This design comes from an exercise in tuning for small area, a short achievable clock period and few clock cycles on the open sky130 flow, not from production work. RTL that was checked went through simulation tests only; none was proved equivalent to the original. No functional check of the RTL was part of run 1. Power figures rest on the tool's default switching activity, not on a simulated workload.

[flow/config.mk]
export PLATFORM = sky130hd
export DESIGN_NAME = cnc_motion_core
export DESIGN_NICKNAME = cnc_motion_core
export VERILOG_FILES = /design/flow/design.v
export SDC_FILE = /design/flow/constraint.sdc
export NUM_CORES = 4
export LEC_CHECK = 0
export CAP_MARGIN = 20
export CORE_MARGIN = 2
export CORE_UTILIZATION = 30
export PLACE_DENSITY = 0.5
export SLEW_MARGIN = 20
[flow/constraint.sdc]
create_clock -name core_clock -period 16.0 [get_ports {clk}]
set_input_delay 3.2000 -clock core_clock [delete_from_list [all_inputs] [get_ports {clk}]]
set_output_delay 3.2000 -clock core_clock [all_outputs]
set_load 0.01 [all_outputs]
[flow/design.v]
module ramp_rom (
    input  wire [7:0] addr,
    output reg  [6:0] t
);
    always @(*) begin
        case (addr)
            8'd0: t = 7'd120;
            8'd1: t = 7'd72;
            8'd2: t = 7'd56;
            8'd3: t = 7'd47;
            8'd4: t = 7'd41;
            8'd5: t = 7'd37;
            8'd6: t = 7'd34;
            8'd7: t = 7'd31;
            8'd8: t = 7'd29;
            8'd9: t = 7'd27;
            8'd10: t = 7'd25;
            8'd11: t = 7'd23;
            8'd12: t = 7'd22;
            8'd13: t = 7'd21;
            8'd14: t = 7'd20;
            8'd15: t = 7'd19;
            8'd16: t = 7'd18;
            8'd17: t = 7'd17;
            8'd18: t = 7'd16;
            8'd19: t = 7'd15;
            8'd20: t = 7'd14;
            8'd21: t = 7'd13;
            8'd22: t = 7'd12;
            8'd23: t = 7'd11;
            8'd24: t = 7'd10;
            8'd25: t = 7'd9;
            8'd26: t = 7'd8;
            8'd27: t = 7'd7;
            8'd28: t = 7'd6;
            8'd29: t = 7'd5;
            8'd30: t = 7'd4;
            8'd31: t = 7'd3;
            8'd32: t = 7'd2;
            8'd33: t = 7'd1;
            default: t = 7'd0;
        endcase
    end
endmodule
module ramp_tab (
    input  wire [5:0] k,
    output reg  [6:0] t,
    output reg  [6:0] g,
    output reg  [6:0] gd
);
    always @(*) begin
        case (k)
            6'd0: begin t = 7'd120; g = 7'd120; gd = 7'd4; end
            6'd1: begin t = 7'd72; g = 7'd72; gd = 7'd120; end
            6'd2: begin t = 7'd56; g = 7'd56; gd = 7'd72; end
            6'd3: begin t = 7'd47; g = 7'd47; gd = 7'd56; end
            6'd4: begin t = 7'd41; g = 7'd41; gd = 7'd47; end
            6'd5: begin t = 7'd37; g = 7'd37; gd = 7'd41; end
            6'd6: begin t = 7'd34; g = 7'd34; gd = 7'd37; end
            6'd7: begin t = 7'd31; g = 7'd31; gd = 7'd34; end
            6'd8: begin t = 7'd29; g = 7'd29; gd = 7'd31; end
            6'd9: begin t = 7'd27; g = 7'd27; gd = 7'd29; end
            6'd10: begin t = 7'd25; g = 7'd25; gd = 7'd27; end
            6'd11: begin t = 7'd23; g = 7'd23; gd = 7'd25; end
            6'd12: begin t = 7'd22; g = 7'd22; gd = 7'd23; end
            6'd13: begin t = 7'd21; g = 7'd21; gd = 7'd22; end
            6'd14: begin t = 7'd20; g = 7'd20; gd = 7'd21; end
            6'd15: begin t = 7'd19; g = 7'd19; gd = 7'd20; end
            6'd16: begin t = 7'd18; g = 7'd18; gd = 7'd19; end
            6'd17: begin t = 7'd17; g = 7'd17; gd = 7'd18; end
            6'd18: begin t = 7'd16; g = 7'd16; gd = 7'd17; end
            6'd19: begin t = 7'd15; g = 7'd15; gd = 7'd16; end
            6'd20: begin t = 7'd14; g = 7'd14; gd = 7'd15; end
            6'd21: begin t = 7'd13; g = 7'd13; gd = 7'd14; end
            6'd22: begin t = 7'd12; g = 7'd12; gd = 7'd13; end
            6'd23: begin t = 7'd11; g = 7'd11; gd = 7'd12; end
            6'd24: begin t = 7'd10; g = 7'd10; gd = 7'd11; end
            6'd25: begin t = 7'd9; g = 7'd9; gd = 7'd10; end
            6'd26: begin t = 7'd8; g = 7'd8; gd = 7'd9; end
            6'd27: begin t = 7'd7; g = 7'd7; gd = 7'd8; end
            6'd28: begin t = 7'd6; g = 7'd6; gd = 7'd7; end
            6'd29: begin t = 7'd5; g = 7'd5; gd = 7'd6; end
            6'd30: begin t = 7'd4; g = 7'd4; gd = 7'd5; end
            6'd31: begin t = 7'd3; g = 7'd4; gd = 7'd4; end
            6'd32: begin t = 7'd2; g = 7'd4; gd = 7'd4; end
            6'd33: begin t = 7'd1; g = 7'd4; gd = 7'd4; end
            6'd34: begin t = 7'd0; g = 7'd4; gd = 7'd4; end
            default: begin t = 7'd0; g = 7'd4; gd = 7'd4; end
        endcase
    end
endmodule
module ramp_axis (
    input  wire        tick,        
    input  wire [31:0] pos,
    input  wire [31:0] rem,
    input  wire [19:0] cru,
    input  wire [19:0] cnt,
    input  wire [5:0]  acc,
    input  wire        pulse,
    input  wire        sched,
    input  wire        lo,
    input  wire        pend,
    input  wire        dirp,
    output wire        due,         
    output wire [31:0] n_pos,
    output wire [31:0] n_rem,
    output reg  [19:0] n_cnt,
    output reg  [5:0]  n_acc,
    output reg         n_pulse,
    output reg         n_sched,
    output reg         n_lo
);
    wire        at_tgt  = (rem == 32'd0);
    wire [19:0] cnt_now = (tick && cnt != 20'd0) ? cnt - 20'd1 : cnt;
    wire        due0    = (cnt[19:1] == 19'd0) && (tick || !cnt[0]);
    wire        due2    = (cnt[19:2] == 18'd0) && (tick || cnt[1:0] != 2'd3);
    assign      due     = sched && (lo ? due2 : due0);
    wire        decel = (rem[31:6] == 26'd0) && (rem[5:0] <= acc);
    wire [6:0]  tv, gv, gdv;
    ramp_tab u_tab (.k(acc), .t(tv), .g(gv), .gd(gdv));
    wire        cru_ok = ({13'd0, tv} <= cru);
    wire [19:0] cru4   = (cru[19:2] == 18'd0) ? 20'd4 : cru;
    wire [19:0] dfall  = decel ? {13'd0, gdv} : (cru_ok ? cru4 : {13'd0, gv});
    wire        prim_hi = !pend && (cru >= 20'd120);
    wire prime = !sched && !at_tgt;
    wire fall  = due && pulse && !at_tgt;
    wire stp   = prime || fall;
    assign n_pos = stp ? (dirp ? pos + 32'd1 : pos - 32'd1) : pos;
    assign n_rem = stp ? rem - 32'd1 : rem;
    always @(*) begin
        n_cnt   = cnt_now;
        n_acc   = acc;
        n_pulse = pulse;
        n_sched = sched;
        n_lo    = lo;
        if (prime) begin
            n_sched = 1'b1;
            n_lo    = 1'b0;
            n_cnt   = prim_hi ? cru : 20'd120;
            n_acc   = (pend || prim_hi) ? 6'd0 : 6'd1;
        end else if (due) begin
            if (!pulse) begin
                n_pulse = 1'b1;
                n_lo    = 1'b0;
                n_cnt   = 20'd2;
            end else if (at_tgt) begin
                n_pulse = 1'b0;
                n_sched = 1'b0;
                n_lo    = 1'b0;
                n_cnt   = 20'd0;
            end else begin
                n_pulse = 1'b0;
                n_lo    = 1'b1;
                n_cnt   = dfall;
                n_acc   = decel ? acc - 6'd1 : (cru_ok ? acc : acc + 6'd1);
            end
        end
    end
endmodule
module cnc_motion_core (
    input  wire        clk,
    input  wire        rst,
    input  wire        op_valid,
    output wire        op_ready,
    input  wire [1:0]  op_code,
    input  wire        op_offer,
    input  wire [8:0]  op_addr,
    input  wire [31:0] cmd_dx,
    input  wire [31:0] cmd_dy,
    input  wire [31:0] cmd_dz,
    input  wire [31:0] cmd_speed,
    output reg         rsp_valid,
    output wire        rsp_halted,
    output reg         rsp_consumed,
    output reg  [31:0] rsp_data,
    output wire [2:0]  step,
    output wire [2:0]  dir
);
    localparam [1:0] OP_TICK = 2'd0, OP_POLL = 2'd1, OP_READ = 2'd2, OP_SMON = 2'd3;
    localparam [4:0] D_IDLE = 5'd0,
                     D_LD   = 5'd1,    
                     D_ABS  = 5'd2,    
                     D_OVF  = 5'd3,    
                     D_OVC  = 5'd4,
                     D_CHK  = 5'd5,    
                     D_SQ   = 5'd6,    
                     D_SQX  = 5'd7,
                     D_SQA  = 5'd8,    
                     D_SQB  = 5'd9,
                     D_DONE = 5'd10,   
                     A_INIT = 5'd11,   
                     A_MUL  = 5'd12,   
                     A_DIV  = 5'd13,   
                     A_WB   = 5'd14,
                     B_INIT = 5'd15,   
                     B_DIV  = 5'd16,   
                     B_W1   = 5'd17,
                     B_W2A  = 5'd18,
                     B_W2   = 5'd19,
                     D_END  = 5'd20;   
    reg [127:0] q1;               
    reg [1:0]   qlen;
    reg [1:0]   rr_slot;
    reg         halted;
    reg [1:0]   fault_cause;
    reg [1:0]   fault_axis;
    reg         rdy;              
    reg [2:0]   ra_oh;            
    reg [31:0] pos   [0:2];
    reg [31:0] rem   [0:2];       
    reg [19:0] cru   [0:2];
    reg [19:0] cnt   [0:2];
    reg [5:0]  acc   [0:2];
    reg [2:0]  pulse, sched, pend, dirp, lo;
    reg [4:0]  dst;
    reg [1:0]  dax;
    reg [5:0]  dj;
    reg [5:0]  kp;                
    reg [5:0]  ks;                
    reg [2:0]  mov;               
    reg        fast;              
    reg        p_take;
    reg        p_intake;
    reg        ovf_r;
    reg [1:0]  ovf_ax;
    reg [34:0] dh;                
    reg [34:0] db;                
    reg        ben, bsub;         
    reg        sqf;               
    reg [31:0] dl;                
    reg [33:0] dsr;               
    reg [31:0] dd;                
    reg        rt;                
    reg [1:0]  rt_ax;
    reg        smon_p;            
    reg [1:0]  smon_slot;
    assign rsp_halted = halted;
    assign op_ready   = rdy;
    assign step = pulse;
    assign dir  = dirp;
    wire [2:0] ax_on;
    wire [2:0] ax_pdue;           
    genvar g;
    generate
        for (g = 0; g < 3; g = g + 1) begin : gen_ax
            assign ax_on[g]   = (rem[g] == 32'd0) && !sched[g];
            assign ax_pdue[g] = pend[g] && sched[g] && (cnt[g][19:2] == 18'd0) &&
                                (cnt[g][1:0] != 2'd3);
        end
    endgenerate
    wire all_on = &ax_on;
    wire pdue   = |ax_pdue;
    function [31:0] sel32;
        input [2:0] oh;
        input [31:0] a0, a1, a2;
        begin
            sel32 = ({32{oh[0]}} & a0) | ({32{oh[1]}} & a1) | ({32{oh[2]}} & a2);
        end
    endfunction
    wire [31:0] r_pos   = sel32(ra_oh, pos[0], pos[1], pos[2]);
    wire [31:0] r_rem   = sel32(ra_oh, rem[0], rem[1], rem[2]);
    wire [19:0] r_cru   = sel32(ra_oh, {12'd0, cru[0]}, {12'd0, cru[1]}, {12'd0, cru[2]});
    wire [19:0] r_cnt   = sel32(ra_oh, {12'd0, cnt[0]}, {12'd0, cnt[1]}, {12'd0, cnt[2]});
    wire [5:0]  r_acc   = sel32(ra_oh, {26'd0, acc[0]}, {26'd0, acc[1]}, {26'd0, acc[2]});
    wire        r_pulse = |(ra_oh & pulse);
    wire        r_sched = |(ra_oh & sched);
    wire        r_lo    = |(ra_oh & lo);
    wire        r_pend  = |(ra_oh & pend);
    wire        r_dirp  = |(ra_oh & dirp);
    wire [31:0] n_pos, n_rem;
    wire [19:0] n_cnt;
    wire [5:0]  n_acc;
    wire        n_pulse, n_sched, n_lo, p_due;
    ramp_axis u_poll (
        .tick    (!smon_p),
        .pos     (r_pos),
        .rem     (r_rem),
        .cru     (r_cru),
        .cnt     (r_cnt),
        .acc     (r_acc),
        .pulse   (r_pulse),
        .sched   (r_sched),
        .lo      (r_lo),
        .pend    (r_pend),
        .dirp    (r_dirp),
        .due     (p_due),
        .n_pos   (n_pos),
        .n_rem   (n_rem),
        .n_cnt   (n_cnt),
        .n_acc   (n_acc),
        .n_pulse (n_pulse),
        .n_sched (n_sched),
        .n_lo    (n_lo)
    );
    wire [31:0] q_v [0:2];
    assign q_v[0] = q1[31:0];
    assign q_v[1] = q1[63:32];
    assign q_v[2] = q1[95:64];
    wire [31:0] q_s = q1[127:96];
    reg         xa_pos, xinv, xsx, xainit;
    wire        xcin = xinv | (xainit & r_sched);
    wire [32:0] xa = xa_pos ? {r_pos[31], r_pos} : 33'd0;
    wire [32:0] xb = {xsx & r_rem[31], r_rem} ^ {33{xinv}};
    wire [32:0] xs = xa + xb + {32'd0, xcin};
    wire        ovf = (xs[32] != xs[31]);
    wire [34:0] bop = (db & {35{ben}}) ^ {35{bsub}};
    wire [34:0] ms  = dh + bop + {34'd0, bsub};
    wire        msn = ms[34];
    function [5:0] blen;
        input [31:0] x;
        integer k;
        begin
            blen = 6'd0;
            for (k = 0; k < 32; k = k + 1)
                if (x[k]) blen = k + 1;
        end
    endfunction
    wire [5:0] kv   = blen(rem[0] | rem[1] | rem[2]);
    wire [5:0] kq   = blen(q_s);
    wire fast_ok    = (ks >= kp + 6'd2);    
    wire drop       = (kv == 6'd0 || kq == 6'd0);
    wire spd_zero   = (dl == 32'd0);
    wire [1:0] sq_nax = (dax == 2'd2) ? 2'd0 : dax + 2'd1;
    wire [5:0] sq_nj  = (dax == 2'd2) ? dj + 6'd1 : dj;
    wire accept  = op_valid && rdy;
    wire run_op  = accept && !halted;
    wire do_tick = run_op && (op_code == OP_TICK);
    wire [1:0] ps = smon_p ? smon_slot : rr_slot;
    wire poll_live = (qlen != 2'd0) && (ps != 2'd3);
    wire own_c = rt || dst == D_ABS || dst == D_OVF || dst == D_CHK || dst == D_SQ ||
                 ((dst == A_INIT || dst == B_INIT) && dax != 2'd3 && mov[dax]) ||
                 dst == B_W1 || dst == B_W2A || dst == B_W2;
    wire smon_go   = smon_p && !own_c && !pdue;
    wire tick_poll = do_tick && poll_live;
    wire smon_poll = smon_go && poll_live;
    wire poll_wr   = tick_poll || smon_poll;
    wire       q0       = (qlen == 2'd0);
    wire       q1n      = (qlen == 2'd1);
    wire       q2       = (qlen == 2'd2);
    wire       take     = op_offer && !q2;
    wire       need_dec = op_offer ? (q0 || all_on) : (q2 && all_on);
    wire [1:0] qlen_p   = op_offer ? (q0 ? 2'd1 : (q1n && !all_on) ? 2'd2 : qlen)
                                   : (all_on && !q0) ? qlen - 2'd1 : qlen;
    wire [6:0]  rom_t;
    ramp_rom u_rd_rom (.addr(op_addr[7:0]), .t(rom_t));
    reg  [31:0] rd_val;
    always @(*) begin
        case (op_addr[3:0])
            4'd0: rd_val = pos[0];
            4'd1: rd_val = pos[1];
            4'd2: rd_val = pos[2];
            4'd6: rd_val = {22'd0, qlen, 3'd0, halted, fault_cause, fault_axis};
            default: rd_val = 32'd0;
        endcase
        if (op_addr[8]) rd_val = {25'd0, rom_t};
    end
    wire rd_tgt = !op_addr[8] && (op_addr[3:0] == 4'd3 || op_addr[3:0] == 4'd4 ||
                                  op_addr[3:0] == 4'd5);
    reg [4:0] dst_n;
    reg [1:0] dax_n, rr_n, qlen_n, smon_slot_n, rt_ax_n, cause_n, faxis_n;
    reg [2:0] mov_n;
    reg       rt_n, smon_p_n, fast_n, halted_n, rsp_valid_n, dec_go;
    reg [4:0] dst_dn;             
    always @(*) begin
        dst_n       = dst;
        dax_n       = dax;
        rr_n        = rr_slot;
        qlen_n      = qlen;
        smon_slot_n = smon_slot;
        rt_ax_n     = rt_ax;
        cause_n     = fault_cause;
        faxis_n     = fault_axis;
        mov_n       = mov;
        rt_n        = 1'b0;
        smon_p_n    = smon_p;
        fast_n      = fast;
        halted_n    = halted;
        rsp_valid_n = 1'b0;
        dec_go      = 1'b0;
        if (accept) begin
            case (op_code)
                OP_TICK: begin
                    if (!halted) rr_n = rr_slot + 2'd1;
                    rsp_valid_n = 1'b1;
                end
                OP_SMON: begin
                    smon_slot_n = op_addr[1:0];
                    if (halted || qlen == 2'd0 || op_addr[1:0] == 2'd3)
                        rsp_valid_n = 1'b1;
                    else
                        smon_p_n = 1'b1;
                end
                OP_READ: begin
                    rt_ax_n = op_addr[1:0] + 2'd1;
                    if (rd_tgt) rt_n = 1'b1;
                    else        rsp_valid_n = 1'b1;
                end
                default: begin  
                    if (halted) begin
                        rsp_valid_n = 1'b1;
                    end else if (need_dec) begin
                        dec_go = 1'b1;
                    end else begin
                        qlen_n      = qlen_p;
                        rsp_valid_n = 1'b1;
                    end
                end
            endcase
        end
        if (smon_go) begin
            smon_p_n    = 1'b0;
            rsp_valid_n = 1'b1;
        end
        if (rt) rsp_valid_n = 1'b1;
        if (!rt) begin
            case (dst)
                D_LD:  begin dst_n = D_ABS; dax_n = 2'd0; end
                D_ABS: begin
                    dax_n = (dax == 2'd2) ? 2'd0 : dax + 2'd1;
                    if (dax == 2'd2) dst_n = D_OVF;
                end
                D_OVF: begin
                    dax_n = (dax == 2'd2) ? 2'd0 : dax + 2'd1;
                    if (dax == 2'd2) dst_n = D_OVC;
                end
                D_OVC: begin
                    if (ovf_r) begin
                        halted_n    = 1'b1;
                        cause_n     = 2'd2;
                        faxis_n     = ovf_ax;
                        rsp_valid_n = 1'b1;
                        dst_n       = D_IDLE;
                    end else begin
                        dst_n = D_CHK;
                    end
                end
                D_CHK: begin
                    mov_n = {rem[2] != 32'd0, rem[1] != 32'd0, rem[0] != 32'd0};
                    dax_n = 2'd0;
                    if (drop) begin
                        rsp_valid_n = 1'b1;
                        qlen_n      = p_intake ? 2'd0 : 2'd1;
                        dst_n       = D_IDLE;
                    end else begin
                        dst_n = D_SQ;
                    end
                end
                D_SQ: begin
                    dax_n = sq_nax;
                    if (dax == 2'd2 && dj + 6'd1 == kp) dst_n = D_SQX;
                end
                D_SQX: dst_n = D_SQA;
                D_SQA: dst_n = D_SQB;
                D_SQB: dst_n = (dj == 6'd1) ? D_DONE : D_SQA;
                D_DONE: begin
                    fast_n = fast_ok;
                    dst_n  = A_INIT;
                    dax_n  = 2'd0;
                    if (fast_ok) begin
                        rsp_valid_n = 1'b1;
                        qlen_n      = 2'd1;
                    end
                end
                A_INIT: begin
                    if (dax == 2'd3) begin
                        dst_n = B_INIT;
                        dax_n = 2'd0;
                    end else if (mov[dax]) begin
                        dst_n = A_MUL;
                    end else begin
                        dax_n = dax + 2'd1;
                    end
                end
                A_MUL: if (dj == 6'd1) dst_n = A_DIV;
                A_DIV: if (dj == 6'd1) dst_n = A_WB;
                A_WB: begin
                    if (spd_zero) begin
                        halted_n    = 1'b1;
                        cause_n     = 2'd1;
                        faxis_n     = dax;
                        rsp_valid_n = 1'b1;
                        dst_n       = D_IDLE;
                    end else begin
                        dst_n = A_INIT;
                        dax_n = dax + 2'd1;
                    end
                end
                B_INIT: begin
                    if (dax == 2'd3) begin
                        if (fast) begin
                            dst_n  = D_IDLE;
                            fast_n = 1'b0;
                        end else begin
                            dst_n = D_END;
                        end
                    end else if (mov[dax]) begin
                        dst_n = B_DIV;
                    end else begin
                        dax_n = dax + 2'd1;
                    end
                end
                B_DIV: if (dj == 6'd1) dst_n = B_W1;
                B_W1:  dst_n = B_W2A;
                B_W2A: dst_n = B_W2;
                B_W2: begin
                    dst_n = B_INIT;
                    dax_n = dax + 2'd1;
                end
                D_END: begin
                    rsp_valid_n = 1'b1;
                    qlen_n      = 2'd1;
                    dst_n       = D_IDLE;
                end
                default: ;
            endcase
        end
        dst_dn = dst_n;
        if (dec_go) dst_n = D_LD;
    end
    wire steal_n = ((dst_dn == A_INIT || dst_dn == B_INIT) && dax_n != 2'd3 && mov_n[dax_n]) ||
                   dst_dn == B_W1 || dst_dn == B_W2A || dst_dn == B_W2;
    wire own_n   = rt_n || dst_dn == D_ABS || dst_dn == D_OVF || dst_dn == D_CHK ||
                   dst_dn == D_SQ || steal_n;
    wire [1:0] sqn_n = (dax_n == 2'd2) ? 2'd0 : dax_n + 2'd1;
    wire [1:0] xi_n  = rt_n ? rt_ax_n : (dst_dn == D_SQ) ? sqn_n : dax_n;
    wire [1:0] ps_n  = smon_p_n ? smon_slot_n : rr_n;
    wire [1:0] ra_n  = own_n ? xi_n : ((ps_n == 2'd3) ? 2'd0 : ps_n);
    wire xa_pos_n = rt_n || dst_dn == D_OVF;
    wire xinv_n   = rt_n ? !dirp[rt_ax_n] :
                    (dst_dn == D_ABS || dst_dn == D_OVF) ? q_v[dax_n][31] : 1'b0;
    wire xsx_n    = !rt_n && dst_dn == D_ABS;
    wire xainit_n = !rt_n && dst_dn == A_INIT;
    wire busy_n  = rt_n || smon_p_n || dec_go || (dst_dn != D_IDLE && !fast_n);
    wire rdy_n   = !busy_n && !steal_n && !pdue;
    always @(posedge clk) begin
        if (rst) begin
            dst         <= D_IDLE;
            rr_slot     <= 2'd0;
            qlen        <= 2'd0;
            rt          <= 1'b0;
            smon_p      <= 1'b0;
            fast        <= 1'b0;
            halted      <= 1'b0;
            fault_cause <= 2'd0;
            fault_axis  <= 2'd3;
            rsp_valid   <= 1'b0;
            rdy         <= 1'b1;
            ra_oh       <= 3'b001;
        end else begin
            dst         <= dst_n;
            rr_slot     <= rr_n;
            qlen        <= qlen_n;
            rt          <= rt_n;
            smon_p      <= smon_p_n;
            fast        <= fast_n;
            halted      <= halted_n;
            fault_cause <= cause_n;
            fault_axis  <= faxis_n;
            rsp_valid   <= rsp_valid_n;
            rdy         <= rdy_n;
            ra_oh       <= {ra_n == 2'd2, ra_n == 2'd1, ra_n == 2'd0};
        end
        dax       <= dax_n;
        xa_pos    <= xa_pos_n;
        xinv      <= xinv_n;
        xsx       <= xsx_n;
        xainit    <= xainit_n;
        smon_slot <= smon_slot_n;
        rt_ax     <= rt_ax_n;
        mov       <= mov_n;
    end
    wire pause = rt;
    wire [2:0] w_sel = ra_oh;
    wire [19:0] spd_sat = (dl[31:20] != 12'd0) ? 20'hfffff : dl[19:0];
    wire clr_rem = !pause && ((dst == D_OVC && ovf_r) || (dst == D_CHK && drop) ||
                              (dst == A_WB && spd_zero));
    wire commit  = !pause && ((dst == D_DONE && fast_ok) || dst == D_END);
    integer a;
    always @(posedge clk) begin
        for (a = 0; a < 3; a = a + 1) begin
            if (rst) begin
                pos[a]   <= 32'd0;
                rem[a]   <= 32'd0;
                pulse[a] <= 1'b0;
                sched[a] <= 1'b0;
                pend[a]  <= 1'b0;
                dirp[a]  <= 1'b0;
            end else begin
                if (poll_wr && w_sel[a]) begin
                    pos[a]   <= n_pos;
                    rem[a]   <= n_rem;
                    pulse[a] <= n_pulse;
                    sched[a] <= n_sched;
                end
                if (!pause && dst == D_LD)                rem[a] <= q_v[a];
                if (!pause && dst == D_ABS && dax == a)   rem[a] <= xs[31:0];
                if (clr_rem)                              rem[a] <= 32'd0;
                if (commit && mov[a]) begin
                    dirp[a]  <= !q_v[a][31];
                    pulse[a] <= 1'b0;
                    sched[a] <= 1'b0;
                    pend[a]  <= (dst == D_DONE);
                end
                if (!pause && dst == B_W2 && dax == a) pend[a] <= 1'b0;
            end
        end
    end
    always @(posedge clk) begin
        for (a = 0; a < 3; a = a + 1) begin
            if (poll_wr && w_sel[a]) begin
                cnt[a] <= n_cnt;
                acc[a] <= n_acc;
                lo[a]  <= n_lo;
            end else if (do_tick && cnt[a] != 20'd0) begin
                cnt[a] <= cnt[a] - 20'd1;
            end
            if (!pause && dst == A_WB && dax == a) cru[a] <= spd_sat;
            if (commit && mov[a]) begin
                acc[a] <= 6'd0;
                cnt[a] <= 20'd0;
            end
            if (!pause && dst == B_W2 && dax == a) begin
                cru[a] <= dl[19:0];
                if (sched[a]) begin
                    if (!dh[34]) cnt[a] <= ms[19:0];
                    else         acc[a] <= 6'd1;
                end
            end
        end
    end
    always @(posedge clk) begin
        if (accept) begin
            rsp_consumed <= 1'b0;
            rsp_data     <= (op_code == OP_READ) ? rd_val : 32'd0;
            if (op_code == OP_POLL) begin
                if (!halted && take) q1 <= {cmd_speed, cmd_dz, cmd_dy, cmd_dx};
                if (!halted && !need_dec) rsp_consumed <= take;
                p_take   <= take;
                p_intake <= (qlen == 2'd0);
            end
        end
        if (rt) rsp_data <= xs[31:0];
        if (!pause) begin
            case (dst)
                D_ABS: ovf_r <= 1'b0;
                D_OVF: if (!ovf_r && ovf) begin
                    ovf_r  <= 1'b1;
                    ovf_ax <= dax;
                end
                D_CHK: begin
                    ks   <= kq;
                    kp   <= kv + {5'd0, kv[0]};
                    dh   <= 35'd0;
                    dl   <= 32'd0;
                    db   <= {3'd0, r_rem};
                    ben  <= r_rem[0];
                    bsub <= 1'b0;
                    dj   <= 6'd0;
                    if (drop) rsp_consumed <= p_take;
                end
                D_SQ: begin
                    if (dax == 2'd2)
                        {dh[33:0], dl} <= {ms[33:0], dl} >> 1;
                    else
                        dh <= ms;
                    dj  <= sq_nj;
                    db  <= {3'd0, r_rem};
                    ben <= r_rem[sq_nj[4:0]];
                end
                D_SQX: begin
                    dsr  <= {dh[31:0], dl[31:30]};
                    dl   <= {dl[29:0], 2'b00};
                    dh   <= {33'd0, dh[33:32]};
                    db   <= 35'd1;
                    ben  <= 1'b1;
                    bsub <= 1'b1;
                    dj   <= 6'd17 + {1'b0, kp[5:1]};
                end
                D_SQA: sqf <= msn;
                D_SQB: begin
                    dh  <= {(sqf ? dh[32:0] : ms[32:0]), dsr[33:32]};
                    dsr <= {dsr[31:0], dl[31:30]};
                    dl  <= {dl[29:0], 2'b00};
                    db  <= {db[33:2], !sqf, 2'b01};
                    dj  <= dj - 6'd1;
                end
                D_DONE: begin
                    dd  <= db[33:2];
                    dsr <= {2'd0, q_s};
                    if (fast_ok) rsp_consumed <= p_take;
                end
                A_INIT: begin
                    db   <= {3'd0, xs[31:0]};
                    bsub <= 1'b0;
                    ben  <= dsr[0];
                    dh   <= 35'd0;
                    dl   <= dsr[31:0];
                    dj   <= ks;
                end
                A_MUL: begin
                    {dh[33:0], dl} <= {ms[33:0], dl} >> 1;
                    ben <= dl[1];
                    dj  <= dj - 6'd1;
                end
                A_DIV: begin
                    if (dj == 6'd0) begin
                        dh   <= {dh[33:0], dl[31]};
                        dl   <= {dl[30:0], 1'b0};
                        db   <= {3'd0, dd};
                        ben  <= 1'b1;
                        bsub <= 1'b1;
                        dj   <= ks;
                    end else begin
                        dh   <= {ms[33:0], dl[31]};
                        dl   <= {dl[30:0], !msn};
                        bsub <= !msn;
                        dj   <= dj - 6'd1;
                    end
                end
                B_INIT: begin
                    dh   <= 35'd1;
                    dl   <= 32'hE848_0000;
                    db   <= {15'd0, r_cru};
                    ben  <= 1'b1;
                    bsub <= 1'b1;
                    dj   <= 6'd20;
                end
                B_DIV: begin
                    dh   <= {ms[33:0], dl[31]};
                    dl   <= {dl[30:0], !msn};
                    bsub <= !msn;
                    dj   <= dj - 6'd1;
                end
                B_W1: begin
                    dh   <= {15'd0, dl[19:0]};
                    db   <= 35'd120;
                    bsub <= 1'b1;
                end
                B_W2A: begin
                    dh   <= ms;                   
                    db   <= {15'd0, r_cnt};
                    bsub <= 1'b0;
                end
                D_END: rsp_consumed <= p_take;
                default: ;
            endcase
        end
    end
endmodule
[flow/flow/run.sh]
#!/bin/bash
# The standard layout (the standard.sh, standard synthesis included),
# with ORFS's timing repair asked to aim for a larger setup slack than the
# default, so that it works on paths that already meet the clock.
set -euo pipefail
bash standard.sh 'BUFFER_PORTS_ARGS=-buffer_cell sky130_fd_sc_hd__buf_4' SETUP_SLACK_MARGIN=10 finish > flow_make.log 2>&1
[flow/standard.sh]
#!/bin/bash
# synth_recipe.tcl (not shown) runs the flow's synth.tcl, then flattens the netlist and writes it again
# the make line also repeats each setting of config.mk as NAME=value (left out here)
make -C /OpenROAD-flow-scripts/flow DESIGN_CONFIG=/design/flow/config.mk WORK_HOME=/design/flow/orfs CLKGATE_MAP_FILE= SYNTH_SCRIPT=/design/flow/synth_recipe.tcl "${@:-finish}"
==> flow_summary.json, run 1 <==
{
  "yosys-mux-area-fraction": 0.00874,
  "hold_viol": 0,
  "synth_seq_cells": 734,
  "end_kind": "register",
  "routed_via_density": 6.06,
  "power.leakage_nw": 19.4,
  "synth_top_cell_by_area": "edfxtp_1",
  "fin_worst_skew_ps": 54.1,
  "cp-start-kind": "register",
  "place_inst": 7302,
  "worstReg2RegStart": "ra_oh[0]",
  "path_buf_inv": 2,
  "dp.final_hpwl_um": 152000,
  "die_width_um": 397,
  "cts_buffers": 90,
  "synth_area_leaders": "edfxtp_1 (27%), dfxtp_1 (14%), nand2_1 (5.4%), ha_1 (4.4%), nor2_1 (3.8%)",
  "grt_remaining_overflow": 0,
  "drive_gt1_frac": 0.115,
  "crit_start": "ra_oh[0]",
  "initial_core_util": 0.301,
  "wire_per_inst_um": 27.9,
  "grt_pass1_vias": 42100,
  "fmax_ghz": 0.173,
  "fin_cells": 7498,
  "synth_warnings": 9,
  "area_growth_pct": 16.5,
  "multi_input_area_um2": 25900,
  "relSlewSlack": 0.138,
  "port_buffers": 184,
  "fin_util": 0.351,
  "synth_top_flop_cell": "edfxtp_1",
  "hold_buffers": 0,
  "fin_crit_sh": 0.361,
  "status": "finished clean",
  "synthSimpleGateAreaFrac": 0.188,
  "syn_nets": 5567,
  "synthCells": 5257,
  "drt-pass1-iter-count": 10,
  "cap_violations": 0,
  "core_area_um2": 154000,
  "clockBufferDepth": 3,
  "grt_usage": 0.256,
  "ctsHtreeMaxLevel": 3,
  "async_flop_share": 0,
  "cts_sinks": 734,
  "hold_path.class": "reg2reg",
  "vias": 45500,
  "maxSlewViolCount": 0,
  "seq_area_um2": 18900,
  "dieArea_um2": 157000,
  "p_per_area_nw_per_um2": 190,
  "clk_pin_slew_ps": 60,
  "drc": 0,
  "criticalPathCategory": "reg2reg",
  "finalSetupViolCount": 0,
  "ioPinCount": 185,
  "tightest_slew_ps": 1290,
  "nets": 5684,
  "netlist_area_um2": 46200,
  "synth_xor_area_frac": 0.0535,
  "grt_max_degree": 129,
  "slowest_stage": "xor2_1",
  "cts_tree": "built",
  "routabilityCongestion": 1.02,
  "final_antenna_net_count": 0,
  "wirelength_um": 209000,
  "finalCriticalPeriod_ps": 5770,
  "finalSetupTns_ps": 0,
  "ir_worst_vdd_uv": 139,
  "cp_data_required_time_ps": 16380,
  "worstHoldStart": "acc[1][2]",
  "crit_path_cell_trace": "buf_6 -> a222oi_1 -> buf_4 -> xnor2_1 -> ha_1 -> a21oi_1 -> o21a_1 -> nor3_1 -> nor4_1 -> o31a_1 -> o21ai_0 -> a21o_1 -> xor2_1 -> xor2_1 -> nor2_1",
  "drt_iter0_markers": 6345,
  "rows": 144,
  "grt_first_pass_wirelength_um": 300000,
  "ys_seq_area_frac": 0.408,
  "whs_ps": 460,
  "critPathArrivalTime_ps": 6160,
  "path_delay_family": "compound AO/OA/AOI/OAI gates",
  "num-fill-cells": 15900,
  "slowest_delay_ps": 820,
  "synth_edf_count": 416,
  "die_y_um": 397,
  "rsz0062_at_grt": "yes",
  "syn-mean-instance-area_um2": 8.79,
  "synth_compound_area_frac": 0.256,
  "ys_types": 97,
  "cp_common_cell": "xor2_1",
  "synth_top_family_by_area": "compound AO/OA/AOI/OAI gates",
  "antenna_found_initial": 12,
  "clk_root_buffer_cell": "clkbuf_16",
  "clk_latency_ps": 750,
  "yosys.area_share.adder": 0.0458,
  "yosysTopAreaCellShare": 0.270,
  "crit_fanout": 60
}
## routing by layer
metal / vias to the layer above / GRT usage / routed length (um)
li1: 20200 / - / -
met1: 22300 / 0.358 / 89200
met2: 2527 / 0.382 / 89700
met3: 400 / 0.0544 / 20700
met4: 6 / 0.106 / 9530
met5: - / 0.00493 / 147
## worst paths after layout
check               to  cells past startpoint  slack [ps]
max          ovf_ax[0]                     15       10230
min          acc[1][2]                      2         460
max reg2reg  ovf_ax[0]                     15       10230
min reg2reg  acc[1][2]                      2         460
## cells in the mapped netlist (all sizes together), types with 17 or more instances
| cell | count |
|---|---|
| dfxtp | 318 |
| nand3 | 113 |
| o2111ai | 31 |
| or3 | 33 |
| o2bb2ai | 21 |
| a221o | 17 |
| a222oi | 138 |
| nor2 | 470 |
| nor2b | 54 |
| and2 | 41 |
| a31oi | 38 |
| inv | 119 |
| a21o | 62 |
| nand2b | 104 |
| a22oi | 142 |
| nor3 | 128 |
| a32oi | 20 |
| a21oi | 345 |
| o221ai | 37 |
| or4 | 20 |
| a221oi | 40 |
| o31ai | 27 |
| a22o | 20 |
| nand4 | 55 |
| xnor2 | 191 |
| nand2 | 662 |
| nor4 | 80 |
| clkbuf | 279 |
| ha | 163 |
| edfxtp | 416 |
| xor2 | 89 |
| buf | 66 |
| o211ai | 75 |
| o22ai | 67 |
| o21a | 42 |
| o21ai | 353 |
| or2 | 18 |
| and3 | 32 |
| a211o | 17 |
| mux2i | 37 |
| a211oi | 85 |
## layout make-up
class / instances / share of cell area
multi-input cells: 4056 / 0.480
flip-flops and latches: 734 / 0.350
repair buffers: 369 / 0.0522
well taps: 2044 / 0.0475
clock buffers: 114 / 0.0450
clock inverters: 54 / 0.0157
inverters: 122 / 0.00869
diodes: 4 / 0.000186
repair inverters: 1 / 0.0000929
## state kept, by name (all words and copies together) (netlist names), 5 cells and up
name      count
q1          128
pos          96
rem          96
cnt          60
cru          60
db           35
dh           35
dsr          34
dd           32
dl           32
rsp_data     32
acc          18
dj            6
ks            6
dst           5
kp            5
## placed cells by master, fill, tap and decap left out, types with 37 or more instances in the layout
cell,synthesis,layout
nor3_1,122,117
ha_1,163,163
a31oi_1,38,37
a211oi_1,83,82
xnor2_1,191,186
a221oi_1,40,39
nor4_1,79,78
o211ai_1,75,75
a21o_1,62,62
clkbuf_16,0,91
nand2_1,662,659
inv_1,116,113
o21a_1,42,42
o21ai_0,336,334
buf_4,3,360
nand2b_1,104,104
nor2b_1,54,54
nor2_1,467,456
o22ai_1,67,67
edfxtp_1,416,416
a222oi_1,138,138
nand4_1,53,53
xor2_1,89,85
a22oi_1,142,142
nand3_1,111,108
dfxtp_1,318,313
a21oi_1,343,341
and2_1,40,38
o221ai_1,37,37
## timing repair
| action | 4_1_cts | 5_1_grt |
|---|---|---|
| pin swaps | 3 | 11 |
| setup buffers | 6 | 16 |
| cloned | 0 | 1 |
| gates resized for setup | 7 | 19 |
| endpoints found under the setup margin | 89 | 111 |
## through the flow
step | worst slack [ps] | power [mW] | area, um2
after global placement | 9080 | 7.70 | 50200
after global routing | 9970 | 10.6 | 53900
after floorplan | 8470 | 5.53 | 46300
after detailed placement | 8930 | 7.69 | 50300
final | 10230 | 10.2 | 53900
after CTS | 10020 | 10.0 | 53600
## worst register-to-register path: stages (launching register included)
cell	delay, ps
dfxtp_4	410
buf_6	300
a222oi_1	710
buf_4	350
xnor2_1	110
ha_1	400
a21oi_1	150
o21a_1	250
nor3_1	510
nor4_1	150
o31a_1	330
o21ai_0	180
a21o_1	150
xor2_1	820
xor2_1	320
nor2_1	300
## cell families after synthesis
group | after synthesis
and+or+nand+nor | 1857
AOI/OAI and AO/OA | 1711
DFF | 734
buffers and inverters | 467
xor gates and xnor gates | 281
adders and majority gates | 167
muxes | 40
## where the power goes
part           total (mW)  internal (mW)  leakage, nW  switching [mW]
registers            2.69           2.31         6.21           0.389
logic                5.23           1.60         11.6            3.63
clock network        2.30           1.38         1.59           0.920
==> run 2, diff against run 1 <==
--- a/flow/design.v
+++ b/flow/design.v
@@ -187,2 +187,3 @@
                      D_SQX  = 5'd7,
+                     D_SQZ  = 5'd22,   
                      D_SQA  = 5'd8,    
@@ -190,2 +191,3 @@
                      D_DONE = 5'd10,   
+                     D_KV   = 5'd21,   
                      A_INIT = 5'd11,   
@@ -320,3 +322,3 @@
     wire fast_ok    = (ks >= kp + 6'd2);    
-    wire drop       = (kv == 6'd0 || kq == 6'd0);
+    wire drop       = (kp == 6'd0 || ks == 6'd0);    
     wire spd_zero   = (dl == 32'd0);
@@ -433,5 +435,6 @@
                     end else begin
-                        dst_n = D_CHK;
+                        dst_n = D_KV;
                     end
                 end
+                D_KV:  dst_n = D_CHK;
                 D_CHK: begin
@@ -451,3 +454,4 @@
                 end
-                D_SQX: dst_n = D_SQA;
+                D_SQX: dst_n = D_SQZ;
+                D_SQZ: if (dj == kp + 6'd1) dst_n = D_SQA;
                 D_SQA: dst_n = D_SQB;
@@ -631,7 +635,9 @@
     always @(posedge clk) begin
+        if (!q2 && !(dst != D_IDLE && !fast))
+            q1 <= {cmd_speed, cmd_dz, cmd_dy, cmd_dx};
+        rsp_data <= rt ? xs[31:0] :
+                    (op_valid && op_code == OP_READ) ? rd_val : 32'd0;
         if (accept) begin
             rsp_consumed <= 1'b0;
-            rsp_data     <= (op_code == OP_READ) ? rd_val : 32'd0;
             if (op_code == OP_POLL) begin
-                if (!halted && take) q1 <= {cmd_speed, cmd_dz, cmd_dy, cmd_dx};
                 if (!halted && !need_dec) rsp_consumed <= take;
@@ -641,3 +647,2 @@
         end
-        if (rt) rsp_data <= xs[31:0];
         if (!pause) begin
@@ -649,5 +654,7 @@
                 end
-                D_CHK: begin
+                D_KV: begin
                     ks   <= kq;
                     kp   <= kv + {5'd0, kv[0]};
+                end
+                D_CHK: begin
                     dh   <= 35'd0;
@@ -678,2 +685,8 @@
                 end
+                D_SQZ: if (dj != kp + 6'd1) begin
+                    dh  <= {33'd0, dsr[33:32]};
+                    dsr <= {dsr[31:0], dl[31:30]};
+                    dl  <= {dl[29:0], 2'b00};
+                    dj  <= dj - 6'd1;
+                end
                 D_SQA: sqf <= msn;
--- a/flow/flow/run.sh
+++ b/flow/flow/run.sh
@@ -5,2 +5,2 @@
 set -euo pipefail
-bash standard.sh 'BUFFER_PORTS_ARGS=-buffer_cell sky130_fd_sc_hd__buf_4' SETUP_SLACK_MARGIN=10 finish > flow_make.log 2>&1
+bash standard.sh 'BUFFER_PORTS_ARGS=-buffer_cell sky130_fd_sc_hd__buf_4' SETUP_SLACK_MARGIN=11.5 finish > flow_make.log 2>&1
==> run 2 against run 1 <==
Clock-buffer cell count increased by 4. Worst setup slack gained 980 ps. Via count grew 5.9%. Cell area up 9.0%. Clock skew down 19 ps. Synthesized cell count about the same. Clock power decreased by 7%. Final cell count up 3.2%. Critical path depth down 5. Non-clock buffer count up 255. Fmax rose by 21%. Combinational power rose by 31%.
==> flow_summary.json, run 2 <==
{
  "synth_compound_area_frac": 0.257,
  "grt_remaining_overflow": 0,
  "drt_iter0_markers": 7986,
  "wire_per_inst_um": 29.5,
  "syn-mean-instance-area_um2": 8.80,
  "cap_violations": 0,
  "final_common_cell": "nand2_1",
  "criticalPathCategory": "in2reg",
  "p_seq_frac": 0.272,
  "syn_nets": 5560,
  "worstRegToRegCells": 17,
  "crit_start": "op_code[1]",
  "num-fill-cells": 15500,
  "core_area_um2": 154000,
  "ioPinCount": 185,
  "dp.final_hpwl_um": 153000,
  "dieArea_um2": 157000,
  "yosysTopAreaCellShare": 0.250,
  "synth_top_cell_by_area": "edfxtp_1",
  "ir_worst_vdd_uv": 142,
  "worstReg2RegStart": "ra_oh[0]",
  "area_growth_pct": 27.1,
  "synth_warnings": 9,
  "synth_top_family_by_area": "compound AO/OA/AOI/OAI gates",
  "top_register": "q1",
  "layout_setup_ws_ps": 11210,
  "cts_tree": "built",
  "rsz0062_at_grt": "yes",
  "cp-endpoint": "cnt[2][18]",
  "nets": 5921,
  "wirelength_um": 228000,
  "critPathArrivalTime_ps": 5440,
  "async_flop_share": 0,
  "power.leakage_nw": 21.7,
  "swShare": 0.492,
  "drt-pass1-iter-count": 13,
  "drc": 0,
  "reg2reg_to": "db[30]",
  "clockBufferDepth": 3,
  "synthCells": 5252,
  "fin_worst_skew_ps": 35.6,
  "comb_power_share": 0.554,
  "ys_types": 101,
  "netlist_area_um2": 46200,
  "cts_sinks": 734,
  "hold_path.class": "reg2reg",
  "hold_viol": 0,
  "drive_gt1_frac": 0.208,
  "grt_pass1_vias": 44400,
  "largest_register_ffs": 128,
  "top_regs": "q1: 128 flops, pos: 96 flops, rem: 96 flops",
  "end_kind": "register",
  "rows": 144,
  "yosys.area_share.adder": 0.0453,
  "routed_via_density": 6.22,
  "clk_pin_slew_ps": 60,
  "fmax_ghz": 0.209,
  "p_per_area_nw_per_um2": 210,
  "synthMostInstantiatedCell": "nand2_1",
  "cts_buffers": 91,
  "synth_xor_area_frac": 0.0553,
  "cp-start-kind": "primary input",
  "synth_edf_count": 384,
  "yosys-mux-area-fraction": 0.0145,
  "crit_fanout": 4,
  "status": "finished clean",
  "p_switching_mw": 6.07,
  "pwr-share-clk": 0.174,
  "hold_buffers": 0,
  "grt_max_degree": 80,
  "routabilityCongestion": 1.00,
  "tightest_slew_ps": 1240,
  "die_y_um": 396,
  "finalCriticalPeriod_ps": 4790,
  "ys_seq_area_frac": 0.401,
  "vias": 48100,
  "synth_seq_cells": 734,
  "final_antenna_net_count": 0,
  "finalSetupViolCount": 0,
  "synth_top_flop_cell": "edfxtp_1",
  "antenna_found_initial": 9,
  "maxSlewViolCount": 0,
  "finalSetupTns_ps": 0,
  "grt_first_pass_wirelength_um": 320000,
  "clk_root_buffer_cell": "clkbuf_16",
  "initial_core_util": 0.301,
  "clk_latency_ps": 730,
  "synth_common_cells": "nand2_1 (588), nor2_1 (447), edfxtp_1 (384), dfxtp_1 (350), a21oi_1 (343)",
  "ctsHtreeMaxLevel": 3,
  "relSlewSlack": 0.172,
  "layout_common_cells": "nand2_1 (564), buf_4 (548), nor2_1 (414)",
  "p_int_mw": 6.27,
  "grt_usage": 0.274,
  "synth_area_leaders": "edfxtp_1 (25%), dfxtp_1 (15%), nand2_1 (4.8%), a222oi_1 (4.4%), ha_1 (4.4%)",
  "place_ws_ps": 9130,
  "fin_crit_sh": 0.299,
  "die_width_um": 396,
  "reg2reg_slack_ps": 11350,
  "port_buffers": 184,
  "synthSimpleGateAreaFrac": 0.184,
  "cp_data_required_time_ps": 16660
}
==> run 2: cell type report <==
cell class	count	area, um2	share of cell area
antenna	5	12.5	0.000213
clock inverter	50	515	0.00878
multi-input combinational	4006	28200	0.480
inverter	154	657	0.0112
clock buffer	118	2540	0.0433
sequential	734	18600	0.316
timing repair inverter	2	16.3	0.000277
timing repair buffer	624	5670	0.0965
tap	2044	2560	0.0436
==> run 2: kinds of logic (layout without fill, tap and decap cells) <==
kind of cell             Yosys count  after routing
multiplexers                      62             62
adder cells (fa/ha/maj)          165            165
AO/OA/AOI/OAI                   1688           1688
buffers and inverters            517            948
XOR/XNOR                         291            291
AND/OR/NAND/NOR                 1795           1800
other                              0              5
flip-flops                       734            734
==> run 2: power groups by stage <==
stage	registers, mW	logic, mW	clock network [mW]
final	3.36	6.84	2.15
after global routing	3.38	7.19	2.24
after CTS	3.32	6.29	2.18
after detailed placement	3.36	5.92	0
after global placement	3.36	5.91	0
after floorplan	2.98	3.82	0
==> run 2: stage by stage <==
| step | std cells | util | cell area [um2] | power (mW) | hold WS, ps |
|---|---|---|---|---|---|
| 3_3_place_gp | 7282 | 0.333 | 51000 | 9.27 | 432 |
| 4_1_cts | 7606 | 0.369 | 56600 | 11.8 | 455 |
| 5_1_grt | 7733 | 0.382 | 58700 | 12.8 | 485 |
| 2_1_floorplan | 5252 | - | 47500 | 6.80 | 418 |
| 6_report | 7737 | 0.382 | 58700 | 12.3 | 461 |
| 3_5_place_dp | 7283 | 0.333 | 51100 | 9.28 | 448 |
==> run 2: worst min-delay path by stage <==
stage | from | endpoint | slack (ps) | cells past startpoint
after detailed placement | acc[0][1] | acc[0][1] | 450 | 2
final | acc[0][4] | acc[0][4] | 460 | 2
after floorplan | p_take | rsp_consumed | 420 | 2
after global placement | p_take | rsp_consumed | 430 | 2
after global routing | acc[2][2] | acc[2][2] | 480 | 2
after CTS | acc[0][1] | acc[0][1] | 450 | 2
==> run 2: layer usage <==
layer | vias up | track usage | routed length (um)
met5 | - | 0 | 41
li1 | 20800 | - | -
met2 | 3033 | 0.397 | 95200
met3 | 496 | 0.0689 | 27000
met1 | 23700 | 0.388 | 96100
met4 | 6 | 0.108 | 9620
==> run 2: repair_timing <==
action / CTS / global route
cloned: 18 / 7
setup buffers: 137 / 116
resized for setup: 184 / 196
endpoints found under the setup margin: 368 / 262
pin swaps: 71 / 100
==> run 2: critical path, cell delays in order <==
cell and delay, ps:
buf_8 100, or4_4 610, a31oi_4 240, nand3_4 120, or4_4 460, nor3_4 140, xor2_1 160, nor2_1 50
a2111o_1 290, o21ai_1 70
Testbench counts of run 2, summed over its fixed seeds: cycles 517,048.
==> run 3, diff against run 2 <==
--- a/flow/flow/run.sh
+++ b/flow/flow/run.sh
@@ -5,2 +5,2 @@
 set -euo pipefail
-bash standard.sh 'BUFFER_PORTS_ARGS=-buffer_cell sky130_fd_sc_hd__buf_4' SETUP_SLACK_MARGIN=11.5 finish > flow_make.log 2>&1
+bash standard.sh 'BUFFER_PORTS_ARGS=-buffer_cell sky130_fd_sc_hd__buf_4' SETUP_SLACK_MARGIN=11 finish > flow_make.log 2>&1
==> run 3 against run 2 <==
Register-to-register slack worse by 290 ps. Sequential share of layout area rose by 2.3 points. Flip-flop and latch count unchanged. Utilization decreased by 2.6 points. Via count is 5.0% lower. Die area did not move. First-iteration DRC count shrank 14%. Worst setup slack lost 210 ps. Combinational power fell by 9.9%. Synthesized cell count is the same. Largest power group unchanged. Highest routed layer unchanged.
==> flow_summary.json, run 3 <==
{
  "wl_met2_um": 90400,
  "ir_worst_vdd_uv": 152,
  "ioPinCount": 185,
  "antenna_found_initial": 10,
  "die_y_um": 396,
  "syn_nets": 5560,
  "synth_area_leaders": "edfxtp_1 (25%), dfxtp_1 (15%), nand2_1 (4.8%), a222oi_1 (4.4%), ha_1 (4.4%)",
  "nets": 5700,
  "cts_buffers": 93,
  "maxSlewViolCount": 0,
  "rsz0062_at_grt": "yes",
  "port_buffers": 184,
  "yosysTopAreaCellShare": 0.250,
  "stdcell_area_um2": 54600,
  "grt_usage": 0.255,
  "die_width_um": 396,
  "slowest_stage": "or4_4",
  "vias": 45700,
  "crit_path_cell_trace": "buf_4 -> nand2_2 -> or4_4 -> a31oi_4 -> nand3_4 -> or4_4 -> nor3_2 -> xor2_1 -> nor2_1 -> a2111o_1 -> o21ai_0",
  "power.leakage_nw": 19.9,
  "end_kind": "register",
  "placed_area_um2": 50500,
  "drt-pass1-iter-count": 11,
  "routed.top_layer": "met5",
  "clockBufferDepth": 3,
  "critPathArrivalTime_ps": 5650,
  "met3_length_um": 19200,
  "cp-start-kind": "primary input",
  "drt_iter0_markers": 6829,
  "synth_common_cells": "nand2_1 (588), nor2_1 (447), edfxtp_1 (384), dfxtp_1 (350), a21oi_1 (343)",
  "place_ws_ps": 9330,
  "largest_register_ffs": 128,
  "cp_data_required_time_ps": 16650,
  "tightest_slew_ps": 1260,
  "grt_first_pass_wirelength_um": 300000,
  "synth_edf_count": 384,
  "async_flop_share": 0,
  "met1Wirelength_um": 84700,
  "clk_pin_slew_ps": 60,
  "cts_tree": "built",
  "grt_max_degree": 79,
  "finalSetupViolCount": 0,
  "cts_sinks": 734,
  "synth_top_flop_cell": "edfxtp_1",
  "clk_root_buffer_cell": "clkbuf_16",
  "core_area_um2": 154000,
  "layout_common_cells": "nand2_1 (577), nor2_1 (435), buf_4 (387)",
  "dieArea_um2": 157000,
  "cp_common_cell": "or4_4",
  "drive_gt1_frac": 0.139,
  "wirelength_um": 209000,
  "routabilityCongestion": 0.975,
  "ctsHtreeMaxLevel": 3,
  "netlist_area_um2": 46200,
  "top_regs": "q1: 128 flops, pos: 96 flops, rem: 96 flops",
  "initial_core_util": 0.301,
  "fin_util": 0.356,
  "fin_worst_skew_ps": 72.3,
  "p_total_mw": 11.7,
  "ys_types": 101,
  "final_antenna_net_count": 0,
  "criticalPathCategory": "in2reg",
  "ys_seq_area_frac": 0.401,
  "synthCells": 5252,
  "routed_via_density": 6.08,
  "fin_cells": 7516,
  "fin_crit_sh": 0.312,
  "place_inst": 7280,
  "slowest_delay_ps": 590,
  "fmax_ghz": 0.200,
  "layout_setup_ws_ps": 11000,
  "dp.final_hpwl_um": 148000,
  "whs_ps": 454,
  "p_per_area_nw_per_um2": 214,
  "finalCriticalPeriod_ps": 5000,
  "synth_warnings": 9,
  "synth_seq_cells": 734,
  "wire_per_inst_um": 27.8,
  "status": "finished clean",
  "finalSetupTns_ps": 0,
  "cap_violations": 0,
  "synth_top_cell_by_area": "edfxtp_1",
  "area_growth_pct": 18.3,
  "drc": 0,
  "clk_latency_ps": 740,
  "grt_remaining_overflow": 0,
  "grt_pass1_vias": 42900,
  "relSlewSlack": 0.159,
  "synthMostInstantiatedCell": "nand2_1",
  "hold_viol": 0,
  "crit_fanout": 5,
  "final_common_cell": "nand2_1",
  "syn-mean-instance-area_um2": 8.80,
  "hold_path.class": "reg2reg",
  "top_register": "q1",
  "rows": 144
}
[run 3: cell counts after synthesis]
No cell type changed its count.
[run 3: kinds of logic (layout without fill, tap and decap cells)]
family,count (synthesis),in the layout,share of synthesized area
flip-flops,734,734,0.401
other,0,1,0
buffers and inverters,517,736,0.0431
multiplexers,62,62,0.0145
AO/OA/AOI/OAI,1688,1688,0.257
XOR/XNOR,291,291,0.0553
AND/OR/NAND/NOR,1795,1795,0.184
adder cells (fa/ha/maj),165,165,0.0453
[run 3: worst max-delay path: cells and delay by family]
kind | cells | cell delay [ps]
and+or+nand+nor | 6 | 1550
AOI/OAI and AO/OA | 3 | 630
xor gates and xnor gates | 1 | 160
buffers and inverters | 1 | 110
[run 3: what timing repair did]
action,CTS,global route
hold buffers,0,0
gates cloned,1,0
gates resized for setup,69,36
endpoints found under the hold margin,0,0
setup endpoints to repair,292,123
pin swaps,16,8
buffers inserted,40,16
[run 3: final cells by class]
cell class	instances	area [um2]
repair buffers	407	3250
fillers	15700	98900
repair inverters	1	5.00
diodes	1	2.50
inverters	154	592
well taps	2044	2560
clock inverters	51	637
multi-input cells	4001	26500
flip-flops and latches	734	18600
clock buffers	123	2520
[run 3: where the power goes]
group	internal (mW)	total [mW]	switching, mW
combinational	2.07	6.16	4.09
clock	1.28	2.21	0.924
sequential	2.67	3.32	0.654
[run 3: final timing paths]
check,start,to,slack [ps],cells after the start
setup / recovery,op_valid,cnt[2][18],11000,11
hold reg to reg,p_take,rsp_consumed,450,2
setup reg to reg,ra_oh[0],db[24],11060,12
hold / removal,p_take,rsp_consumed,450,2
[run 3: per-layer routing]
layer	vias up	global-route usage
met2	2674	0.387
met1	22100	0.336
met5	-	0
met4	6	0.152
li1	20300	-
met3	541	0.0470
==> run 4, diff against run 3 <==
--- a/flow/config.mk
+++ b/flow/config.mk
@@ -9,4 +9,4 @@
 export CORE_MARGIN = 2
-export CORE_UTILIZATION = 30
-export PLACE_DENSITY = 0.5
+export CORE_UTILIZATION = 45
+export PLACE_DENSITY = 0.65
 export SLEW_MARGIN = 20
==> run 4 against run 3 <==
Still clean. Final cell count fell by 9.3%. Sequential share of layout area rose by 0.78 points. Critical path depth fell by 1. Routed wire length fell by 6.7%. First-iteration DRC count rose by 13%. Area after synthesis did not move. Non-clock buffer count fell by 5. Cell area fell by 2.2%. Critical endpoint unchanged. Highest routed layer is now met4.
==> flow_summary.json, run 4 <==
{
  "power.leakage_nw": 19.7,
  "fin_crit_sh": 0.313,
  "relSlewSlack": 0.154,
  "syn_nets": 5560,
  "finalSetupTns_ps": 0,
  "grt_max_degree": 79,
  "p_seq_frac": 0.289,
  "critPathArrivalTime_ps": 5630,
  "fin_worst_skew_ps": 36.4,
  "hold_path.class": "reg2reg",
  "drt-pass1-iter-count": 11,
  "grt_pass1_vias": 42800,
  "finalCriticalPeriod_ps": 5010,
  "final_antenna_net_count": 0,
  "synth_area_leaders": "edfxtp_1 (25%), dfxtp_1 (15%), nand2_1 (4.8%), a222oi_1 (4.4%), ha_1 (4.4%)",
  "hold_viol": 0,
  "ioPinCount": 185,
  "p_switching_mw": 5.58,
  "p_int_mw": 5.85,
  "rsz0062_at_grt": "yes",
  "nets": 5687,
  "synthMostInstantiatedCell": "nand2_1",
  "clk_pin_slew_ps": 60,
  "finalSetupViolCount": 0,
  "comb_power_share": 0.538,
  "synth_common_cells": "nand2_1 (588), nor2_1 (447), edfxtp_1 (384), dfxtp_1 (350), a21oi_1 (343)",
  "synth_seq_cells": 734,
  "cts_sinks": 734,
  "netlist_area_um2": 46200,
  "clk_latency_ps": 710,
  "status": "finished clean",
  "die_y_um": 324,
  "ys_seq_area_frac": 0.401,
  "largest_register_ffs": 128,
  "grt_first_pass_wirelength_um": 283000,
  "vias": 46100,
  "top_register": "q1",
  "cts_tree": "built",
  "synth_top_cell_by_area": "edfxtp_1",
  "grt_remaining_overflow": 0,
  "clk_root_buffer_cell": "clkbuf_16",
  "top_regs": "q1: 128 flops, pos: 96 flops, rem: 96 flops",
  "dieArea_um2": 105000,
  "syn-mean-instance-area_um2": 8.80,
  "num-fill-cells": 9434,
  "p_per_area_nw_per_um2": 214,
  "tightest_slew_ps": 1260,
  "antenna_found_initial": 4,
  "yosysTopAreaCellShare": 0.250,
  "routabilityCongestion": 1.05,
  "cp_data_required_time_ps": 16610,
  "cp-start-kind": "primary input",
  "synth_warnings": 9,
  "dp.final_hpwl_um": 136000,
  "end_kind": "register",
  "swShare": 0.488,
  "drt_iter0_markers": 7713,
  "synth_top_flop_cell": "edfxtp_1",
  "area_growth_pct": 15.6,
  "routed_via_density": 6.76,
  "cts_buffers": 84,
  "cap_violations": 0,
  "async_flop_share": 0,
  "wirelength_um": 195000,
  "synthCells": 5252,
  "ys_types": 101,
  "clockBufferDepth": 3,
  "rows": 117,
  "drc": 0,
  "maxSlewViolCount": 0,
  "synth_edf_count": 384,
  "wire_per_inst_um": 28.6,
  "fmax_ghz": 0.199,
  "die_width_um": 324,
  "initial_core_util": 0.454,
  "crit_fanout": 6,
  "core_area_um2": 102000,
  "final_common_cell": "nand2_1",
  "criticalPathCategory": "in2reg",
  "ir_worst_vdd_uv": 140,
  "drive_gt1_frac": 0.134,
  "fin_util": 0.525,
  "grt_usage": 0.353,
  "port_buffers": 184,
  "layout_common_cells": "nand2_1 (577), nor2_1 (437), edfxtp_1 (384)",
  "ctsHtreeMaxLevel": 3,
  "pwr-share-clk": 0.173
}
## run 4: cell counts after synthesis
Identical to the previous run, type by type.
## run 4: what timing repair did
item | in CTS | in global routing
setup endpoints to repair | 309 | 169
pin swaps | 18 | 17
gates resized for setup | 76 | 37
endpoints found under the hold margin | 0 | 0
hold buffers | 0 | 0
cloned | 4 | 2
setup buffers | 37 | 21
## run 4: worst max-delay path: stages
cell and delay, ps:
buf_4 140, or4_4 660, a31oi_4 260, nand3_4 150
or4_4 500, nor3_2 140, xor2_1 170, nor2_1 50
a2111o_1 280, o21ai_0 70
## run 4: cell families after synthesis
logic type | Yosys count | share of synthesized area
AND/OR/NAND/NOR | 1795 | 0.184
AO/OA/AOI/OAI | 1688 | 0.257
flip-flops | 734 | 0.401
buffers and inverters | 517 | 0.0431
XOR/XNOR | 291 | 0.0553
adder cells (fa/ha/maj) | 165 | 0.0453
multiplexers | 62 | 0.0145
## run 4: path summary, 6_finish.rpt
| check | start | endpoint | slack [ps] | depth (start not counted) |
|---|---|---|---|---|
| setup / recovery | op_code[0] | cnt[2][18] | 10990 | 10 |
| hold reg to reg | p_take | rsp_consumed | 460 | 2 |
| hold / removal | p_take | rsp_consumed | 460 | 2 |
| setup reg to reg | ra_oh[0] | db[24] | 11090 | 13 |
## run 4: final cells by class
class / count / area, um2 / share of cell area
Multi-Input combinational cell: 4002 / 26500 / 0.496
Timing Repair Buffer: 402 / 3280 / 0.0613
Tap cell: 1368 / 1710 / 0.0320
Clock buffer: 109 / 2260 / 0.0423
Antenna cell: 2 / 5.00 / 0.0000937
Inverter: 154 / 597 / 0.0112
Timing Repair inverter: 1 / 5.00 / 0.0000937
Clock inverter: 46 / 509 / 0.00953
Sequential cell: 734 / 18600 / 0.347
## run 4: stage by stage
stage | worst slack, ps | cells | area, um2 | power (mW) | hold WS, ps
6_report | 10990 | 6818 | 53400 | 11.4 | 455
5_1_grt | 10950 | 6816 | 53400 | 11.9 | 467
4_1_cts | 10970 | 6789 | 53000 | 11.1 | 454
3_3_place_gp | 9500 | 6593 | 49500 | 9.01 | 428
3_5_place_dp | 9420 | 6593 | 49500 | 9.02 | 440
2_1_floorplan | 9890 | 5252 | 46500 | 6.74 | 418
## run 4: metal layers
layer	GRT usage	wire length (um)	vias to the layer above	share of wire
li1	-	-	20400	-
met1	0.453	73100	21900	0.38
met2	0.529	83400	3167	0.43
met3	0.0940	23800	676	0.12
met4	0.220	14300	0	0.074
met5	0	0	-	0
## run 4: power groups by stage
stage,Sequential [mW],Combinational (mW),Clock [mW]
after floorplan,2.99,3.75,0
after global placement,3.31,5.70,0
after detailed placement,3.30,5.72,0
after CTS,3.27,5.87,1.99
after global routing,3.32,6.47,2.06
final,3.30,6.15,1.98
==> run 5, diff against run 4 <==
--- a/flow/design.v
+++ b/flow/design.v
@@ -244,2 +244,4 @@
     wire [2:0] ax_pdue;           
+    wire [3:0] ax_quiet;
+    assign ax_quiet[3] = 1'b1;
     genvar g;
@@ -250,2 +252,5 @@
                                 (cnt[g][1:0] != 2'd3);
+            assign ax_quiet[g] = ax_on[g] ||
+                                 (sched[g] && !(lo[g] ? (cnt[g][19:2] == 18'd0 && cnt[g][1:0] != 2'd3)
+                                                      : (cnt[g] == 20'd0)));
         end
@@ -389,3 +394,3 @@
                     smon_slot_n = op_addr[1:0];
-                    if (halted || qlen == 2'd0 || op_addr[1:0] == 2'd3)
+                    if (halted || qlen == 2'd0 || ax_quiet[op_addr[1:0]])
                         rsp_valid_n = 1'b1;
--- a/flow/config.mk
+++ b/flow/config.mk
@@ -9,4 +9,4 @@
 export CORE_MARGIN = 2
-export CORE_UTILIZATION = 45
-export PLACE_DENSITY = 0.65
+export CORE_UTILIZATION = 55
+export PLACE_DENSITY = 0.75
 export SLEW_MARGIN = 20
==> run 5 against run 4 <==
Critical path depth unchanged. Combinational power down 4.2%. Synthesized cell count up 1.5%. Utilization up 11 points. Clock-buffer cell count up 4. Register-to-register slack worse by 130 ps. Die area down 17%. Via count up 4.2%. Fmax down 1.5%.
==> flow_summary.json, run 5 <==
{
  "wirelength_um": 197000,
  "drt_iter0_markers": 9226,
  "hold_path.class": "reg2reg",
  "top_register": "q1",
  "crit_start": "op_valid",
  "synth_top_flop_cell": "edfxtp_1",
  "clockBufferDepth": 3,
  "drive_gt1_frac": 0.128,
  "synth_top_cell_by_area": "edfxtp_1",
  "crit_path_cell_trace": "buf_4 -> nand2_8 -> nor4_4 -> a21oi_2 -> or2_2 -> inv_4 -> buf_16 -> nor3_1 -> a211oi_1 -> a211oi_1",
  "clk_pin_slew_ps": 60,
  "drt-pass1-iter-count": 14,
  "synth_common_cells": "nand2_1 (639), nor2_1 (478), edfxtp_1 (384), dfxtp_1 (350), a21oi_1 (337)",
  "path_delay_family": "simple AND/OR/NAND/NOR gates",
  "dp.final_hpwl_um": 135000,
  "dieArea_um2": 87200,
  "slowest_stage": "nor3_1",
  "top_regs": "q1: 128 flops, pos: 96 flops, rem: 96 flops",
  "cap_violations": 0,
  "synth_warnings": 9,
  "power.leakage_nw": 19.5,
  "largest_register_ffs": 128,
  "slowest_delay_ps": 850,
  "rsz0062_at_grt": "yes",
  "synthCells": 5333,
  "die_y_um": 295,
  "core_area_um2": 83800,
  "final_common_cell": "nand2_1",
  "end_kind": "register",
  "synth_area_leaders": "edfxtp_1 (25%), dfxtp_1 (15%), nand2_1 (5.1%), ha_1 (4.3%), a222oi_1 (4.0%)",
  "p_per_area_nw_per_um2": 205,
  "wl_met2_um": 79900,
  "path_buf_inv": 3,
  "routed_via_density": 7.22,
  "fin_cells": 6656,
  "yosysTopAreaCellShare": 0.247,
  "criticalPathCategory": "in2reg",
  "routed.top_layer": "met5",
  "ys_types": 110,
  "finalSetupTns_ps": 0,
  "relSlewSlack": 0.194,
  "cp_common_cell": "a211oi_1",
  "fmax_ghz": 0.196,
  "ir_worst_vdd_uv": 188,
  "routabilityCongestion": 1.04,
  "cp-start-kind": "primary input",
  "ys_seq_area_frac": 0.397,
  "met1Wirelength_um": 73000,
  "ctsHtreeMaxLevel": 3,
  "cp_data_required_time_ps": 16570,
  "vias": 48000,
  "finalSetupViolCount": 0,
  "grt_max_degree": 94,
  "finalCriticalPeriod_ps": 5090,
  "worstHoldStart": "acc[0][4]",
  "grt_remaining_overflow": 0,
  "synthMostInstantiatedCell": "nand2_1",
  "port_buffers": 184,
  "rows": 106,
  "antenna_found_initial": 5,
  "grt_usage": 0.436,
  "clk_root_buffer_cell": "clkbuf_16",
  "initial_core_util": 0.557,
  "layout_common_cells": "nand2_1 (631), nor2_1 (463), edfxtp_1 (384)",
  "final_antenna_net_count": 0,
  "clk_latency_ps": 680,
  "synth_edf_count": 384,
  "synth_seq_cells": 734,
  "fin_crit_sh": 0.318,
  "critPathArrivalTime_ps": 5670,
  "area_growth_pct": 14.3,
  "cts_sinks": 734,
  "ioPinCount": 185,
  "grt_first_pass_wirelength_um": 285000,
  "wire_per_inst_um": 29.7,
  "cts_tree": "built",
  "grt_pass1_vias": 43900,
  "fin_worst_skew_ps": 42.0,
  "drc": 0,
  "met3_length_um": 31400,
  "place_inst": 6438,
  "status": "finished clean",
  "syn-mean-instance-area_um2": 8.75,
  "maxSlewViolCount": 0,
  "nets": 5759,
  "syn_nets": 5641,
  "worstReg2RegStart": "ra_oh[0]",
  "async_flop_share": 0,
  "hold_viol": 0,
  "die_width_um": 295,
  "netlist_area_um2": 46700,
  "num-fill-cells": 7169,
  "crit_fanout": 32,
  "cts_buffers": 83,
  "tightest_slew_ps": 1200
}
-- run 5: final timing paths --
kind	depth (start not counted)	slack, ps	endpoint
max	10	10910	rem[1][31]
min	2	460	acc[0][4]
max reg2reg	14	10960	acc[0][5]
min reg2reg	2	460	acc[0][4]
-- run 5: timing repair --
| action | 4_1_cts | 5_1_grt |
|---|---|---|
| buffers inserted | 18 | 35 |
| hold buffers | 0 | 0 |
| pin swaps | 9 | 18 |
| endpoints found under the setup margin | 316 | 147 |
| hold endpoints to repair | 0 | 0 |
| gates resized for setup | 56 | 44 |
| cloned | 4 | 4 |
-- run 5: cells by family after synthesis --
family,count (synthesis),synth area share
adder cells (fa/ha/maj),165,0.0449
XOR/XNOR,279,0.0530
flip-flops,734,0.397
buffers and inverters,517,0.0445
AO/OA/AOI/OAI,1703,0.257
AND/OR/NAND/NOR,1877,0.190
multiplexers,58,0.0129
-- run 5: final cells by class --
cell class	count	area [um2]	area share
diodes	2	5.00	0.0000939
clock buffers	113	2260	0.0424
clock inverters	41	439	0.00824
inverters	156	609	0.0114
multi-input cells	4082	26700	0.501
flip-flops and latches	734	18600	0.348
well taps	1134	1420	0.0266
repair buffers	392	3290	0.0616
repair inverters	2	10.0	0.000188
-- run 5: power by group --
group	leakage [nW]	switching (mW)	total, mW	internal (mW)
sequential	6.26	0.521	3.07	2.55
combinational	11.9	3.99	5.89	1.90
clock	1.32	0.843	1.94	1.10
total	19.5	5.36	10.9	5.54
-- run 5: worst register-to-register path: cells and delay by family, from the launching register on --
family                 cells  cell delay (ps)
AND/OR/NAND/NOR            5             1840
flip-flops                 1              430
buffers and inverters      4              740
AO/OA/AOI/OAI              4             1690
multiplexers               1              230
-- run 5: metrics by stage --
stage / total power [mW] / util / setup WS [ps] / instance area (um2) / hold slack, ps
after detailed placement: 8.39 / 0.590 / 9420 / 49400 / 450
after global placement: 8.36 / 0.589 / 9470 / 49400 / 442
after CTS: 10.4 / 0.629 / 10950 / 52700 / 458
after floorplan: 6.26 / - / 10730 / 46800 / 436
after global routing: 11.2 / 0.636 / 10930 / 53300 / 490
final: 10.9 / 0.636 / 10910 / 53300 / 460
-- run 5: routing by layer --
metal | global-route usage | vias up
li1 | - | 20500
met1 | 0.580 | 22700
met2 | 0.617 | 4009
met3 | 0.153 | 849
met4 | 0.235 | 8
met5 | 0.0139 | -
Testbench counts of run 5, summed over its fixed seeds: cycles 504,258.
